Context: an optimization exercise on an open-source flow, tuned for small area. The choices shown serve that exercise and are no tape-out recipe. Function was checked by simulation only, so behaviour that the tests miss may differ from the original. No driver is modelled on the clock port, so clocking that relies on it looks cheaper here than on a real chip. Power and IR drop assume default switching activity.

## psx_snapshot_block
module psx_snapshot_block (
    input  wire        clk,
    input  wire        rst,
    input  wire [13:0] pins,
    input  wire        rd_start,
    output wire        rd_busy,
    output wire        rd_valid,
    output wire [63:0] rd_data,
    input  wire        st_valid,
    input  wire [2:0]  st_code,
    output wire        indicator,
    output wire [31:0] seq_dbg
);
==> module psx_annunciator, before the edit <==
module psx_annunciator (
    input  wire       clk,
    input  wire       rst,
    input  wire       tick,
    input  wire       st_valid,
    input  wire [2:0] st_code,
    output wire       indicator
);
    localparam [2:0] S_IDLE = 3'd0, S_READY = 3'd1, S_POLLING = 3'd2,
                     S_CONFIG = 3'd3, S_ERROR = 3'd4;
    reg  [2:0] status;
    reg  [5:0] m;
    reg  [4:0] p;
    wire set_change = st_valid && (st_code <= S_ERROR) && (st_code != status);
    wire m_end = m[5] & m[4] & m[0];                   
    wire unit  = tick & m_end;                         
    wire is_err   = status[2];
    wire blinky   = status[1];                         
    wire is_conf  = status[1] & status[0];
    wire is_ready = ~status[1] & status[0];
    wire p_last = is_err   ? p[0] :                             
                  is_ready ? (p[2] & p[1] & p[0]) :             
                  is_conf  ? (p[4] & p[0]) :                    
                  blinky   ? (p[3] & p[2] & p[0]) : 1'b0;       
    wire       m_clr = set_change | unit;
    wire       p_clr = set_change | (unit & p_last);
    wire [6:0] mc;
    wire [5:0] pc;
    wire [5:0] m_nx;
    wire [4:0] p_nx;
    assign mc[0] = tick;
    assign pc[0] = unit & ~p_last;
    genvar i;
    generate
        for (i = 0; i < 6; i = i + 2) begin : g_m
            psx_cnt_pair u_pair (.rst(m_clr), .q(m[i+1:i]), .ci(mc[i]), .d(m_nx[i+1:i]), .co(mc[i+2]));
        end
    endgenerate
    psx_cnt_pair u_p0 (.rst(p_clr), .q(p[1:0]), .ci(pc[0]), .d(p_nx[1:0]), .co(pc[2]));
    psx_cnt_pair u_p2 (.rst(p_clr), .q(p[3:2]), .ci(pc[2]), .d(p_nx[3:2]), .co(pc[4]));
    psx_cnt_bit0 u_p4 (.rst(p_clr), .q(p[4]),   .ci(pc[4]), .d(p_nx[4]),   .co(pc[5]));
    wire p_restart = unit & p_last & blinky & ~set_change;
    always @(posedge clk) begin
        m <= m_nx;
        p <= {p_nx[4:2], p_nx[1] | p_restart, p_nx[0]};
    end
    always @(posedge clk) begin
        if (rst)
            status <= S_IDLE;
        else if (set_change)
            status <= st_code;
    end
    assign indicator = is_err   ? p[0] :
                       is_ready ? p[2] :
                       is_conf  ? (p[1] & ~(p[3] & p[2])) :
                       blinky   ? (p[1] & ~p[3]) : 1'b0;
endmodule
Settings: LEC_CHECK=0, CAP_MARGIN=20, CORE_MARGIN=2, CORE_UTILIZATION=40, PLACE_DENSITY=0.8, SLEW_MARGIN=20, SYNTH_HIERARCHICAL=1; clock period 10.0 ns.
standard.sh (not shown) runs the stock make flow with config.mk's settings and CLKGATE_MAP_FILE= SYNTH_SCRIPT=/design/flow/synth_recipe.tcl, a recipe that flattens the netlist after the stock synthesis.
==> flow/flow/run.sh <==
#!/bin/bash
# Own layout flow: the standard ORFS flow (standard.sh) with these changes:
#  - synthesis is the standard script (synth_recipe.tcl) with an area-oriented ABC
#    script for the combinational logic; registers are mapped exactly as in the
#    standard synthesis;
#  - the port buffers buffer_ports inserts are the smallest buffer, buf_1;
#  - tie cells are not duplicated per load;
#  - clock tree: no dummy loads; built from clkbuf_4, then the buffers whose
#    flip-flop clock pins would see a high slew are upsized (post_cts.tcl).
# Every tool's full output goes to the ORFS logs under orfs/logs and to
# own_flow.log in this folder.
set -euo pipefail
W=$(cd "$(dirname "$0")/.." && pwd)
F=$W/flow
cd "$W"
{
  printf 'proc abc {args} { set i [lsearch $args -script]; if {$i >= 0} { lset args [expr {$i+1}] %s }; yosys abc {*}$args }\n' "$F/abc_area.script"
  cat "$W/synth_recipe.tcl"
} > "$W/own_synth.tcl"
bash "$W/standard.sh" \
  SYNTH_SCRIPT="$W/own_synth.tcl" \
  BUFFER_PORTS_ARGS="-buffer_cell sky130_fd_sc_hd__buf_1" \
  SKIP_REPAIR_TIE_FANOUT=1 \
  CTS_ARGS="-sink_clustering_enable -repair_clock_nets -dont_use_dummy_load -buf_list sky130_fd_sc_hd__clkbuf_4" \
  POST_CTS_TCL="$F/post_cts.tcl" \
  finish > "$W/own_flow.log" 2>&1
==> flow/flow/abc_area.script <==
strash
ifraig
&get -n
&deepsyn -T 20
&put
strash
&get -n
&dch -f
&nf -R 1000
&put
topo
==> flow/flow/post_cts.tcl <==
estimate_parasitics -placement
set limit 0.112
set up {}
foreach pin [get_pins -hierarchical */CLK] {
  set worst 0
  foreach a {max min} { foreach e {rise fall} {
    set s [get_property $pin slew_${a}_$e]
    if {$s > $worst} { set worst $s }
  } }
  if {$worst > $limit} {
    set drv [get_pins -of_objects [get_nets -of_objects $pin] -filter "direction == output"]
    foreach d $drv {
      set inst [get_property $d full_name]
      set inst [string range $inst 0 [expr {[string last / $inst] - 1}]]
      if {[lsearch $up $inst] < 0} { lappend up $inst }
    }
  }
}
foreach inst $up {
  set c [get_cells $inst]
  set m [get_property $c ref_name]
  puts "post_cts: $inst ($m) drives a clock pin with slew over [expr {$limit * 1000}] ps"
  if {$m eq "sky130_fd_sc_hd__clkbuf_4"} {
    replace_cell $inst sky130_fd_sc_hd__clkbuf_8
  }
}
if {[llength $up]} {
  detailed_placement
  estimate_parasitics -placement
}
Change:
--- a/flow/design.v
+++ b/flow/design.v
@@ -132,39 +132,42 @@
                      S_CONFIG = 3'd3, S_ERROR = 3'd4;
     reg  [2:0] status;
     reg  [5:0] m;
-    reg  [4:0] p;
+    reg  [2:0] u;
+    reg  [2:0] k;
     wire set_change = st_valid && (st_code <= S_ERROR) && (st_code != status);
-    wire m_end = m[5] & m[4] & m[0];                   
-    wire unit  = tick & m_end;                         
-    wire is_err   = status[2];
+    wire m_end  = m[5] & m[4] & m[0];                  
+    wire is_err   = status[2];                         
     wire blinky   = status[1];                         
-    wire is_conf  = status[1] & status[0];
-    wire is_ready = ~status[1] & status[0];
-    wire p_last = is_err   ? p[0] :                             
-                  is_ready ? (p[2] & p[1] & p[0]) :             
-                  is_conf  ? (p[4] & p[0]) :                    
-                  blinky   ? (p[3] & p[2] & p[0]) : 1'b0;       
-    wire       m_clr = set_change | unit;
-    wire       p_clr = set_change | (unit & p_last);
+    wire is_ready = ~status[1] & status[0];            
+    wire paused = k[2] & (k[1] | ~status[0]);          
+    wire u_hit  = is_err   ? 1'b1 :                    
+                  blinky   ? (paused ? (u[2] & u[0])   
+                                     : u[0])           
+                           : (is_ready & u[1] & u[0]); 
+    wire fire = tick & m_end & u_hit;
+    wire       m_clr = set_change | (tick & m_end);
+    wire       u_clr = set_change | fire;
     wire [6:0] mc;
-    wire [5:0] pc;
+    wire [3:0] uc;
     wire [5:0] m_nx;
-    wire [4:0] p_nx;
+    wire [2:0] u_nx;
     assign mc[0] = tick;
-    assign pc[0] = unit & ~p_last;
+    assign uc[0] = tick & m_end;
     genvar i;
     generate
         for (i = 0; i < 6; i = i + 2) begin : g_m
             psx_cnt_pair u_pair (.rst(m_clr), .q(m[i+1:i]), .ci(mc[i]), .d(m_nx[i+1:i]), .co(mc[i+2]));
         end
     endgenerate
-    psx_cnt_pair u_p0 (.rst(p_clr), .q(p[1:0]), .ci(pc[0]), .d(p_nx[1:0]), .co(pc[2]));
-    psx_cnt_pair u_p2 (.rst(p_clr), .q(p[3:2]), .ci(pc[2]), .d(p_nx[3:2]), .co(pc[4]));
-    psx_cnt_bit0 u_p4 (.rst(p_clr), .q(p[4]),   .ci(pc[4]), .d(p_nx[4]),   .co(pc[5]));
-    wire p_restart = unit & p_last & blinky & ~set_change;
+    psx_cnt_pair u_u0 (.rst(u_clr), .q(u[1:0]), .ci(uc[0]), .d(u_nx[1:0]), .co(uc[2]));
+    psx_cnt_bit0 u_u2 (.rst(u_clr), .q(u[2]), .ci(uc[2]), .d(u_nx[2]), .co(uc[3]));
     always @(posedge clk) begin
         m <= m_nx;
-        p <= {p_nx[4:2], p_nx[1] | p_restart, p_nx[0]};
+        u <= u_nx;
+        if (rst | set_change)
+            k <= 3'd0;
+        else if (fire)
+            k <= (blinky & paused) ? 3'd1 : k + 3'd1;
     end
     always @(posedge clk) begin
         if (rst)
@@ -172,10 +175,7 @@
         else if (set_change)
             status <= st_code;
     end
-    assign indicator = is_err   ? p[0] :
-                       is_ready ? p[2] :
-                       is_conf  ? (p[1] & ~(p[3] & p[2])) :
-                       blinky   ? (p[1] & ~p[3]) : 1'b0;
+    assign indicator = k[0];
 endmodule
 module psx_snapshot_block (
     input  wire        clk,
Effect: The new run finished with timing, DRC and antenna clean; cell count is higher slightly; flip-flop and latch count grows by 1; first-iteration DRC count rises slightly; count of clock-buffer cells in the layout stays the same; maximum frequency decreases slightly; hold slack got worse by 9.3 ps; global-route usage rose by 0.19 points; combinational power climbs slightly; sequential share of layout area barely changes.

==> afterwards: timing with drivers on the ports <==
The results above use ideal ports. As a check the final layouts listed here were re-extracted and re-timed, cells and wires unchanged. Step 1 (the two cells are an assumption about what drives the block):
set clk [get_ports {clk}]
set_driving_cell -lib_cell sky130_fd_sc_hd__clkbuf_16 $clk
set_driving_cell -lib_cell sky130_fd_sc_hd__buf_2 [delete_from_list [all_inputs] $clk]
Step 2 moves the port delays by t, midway between the first and last clock arrival at a register: inputs arrive t later, outputs are due t later. That takes back most of the time a late clock gives input paths. Slacks: ideal ports / drivers / drivers and shift; pairs: ideal ports / drivers.
run	shift t [ns]	setup WS [ns]	latest minus earliest clock arrival (ns)
the first run	0.411	4.390 / 4.390 / 4.390	0.029 / 0.029
the second run	0.430	4.363 / 4.364 / 4.364	0.031 / 0.030
After both steps every run listed still meets setup and hold.
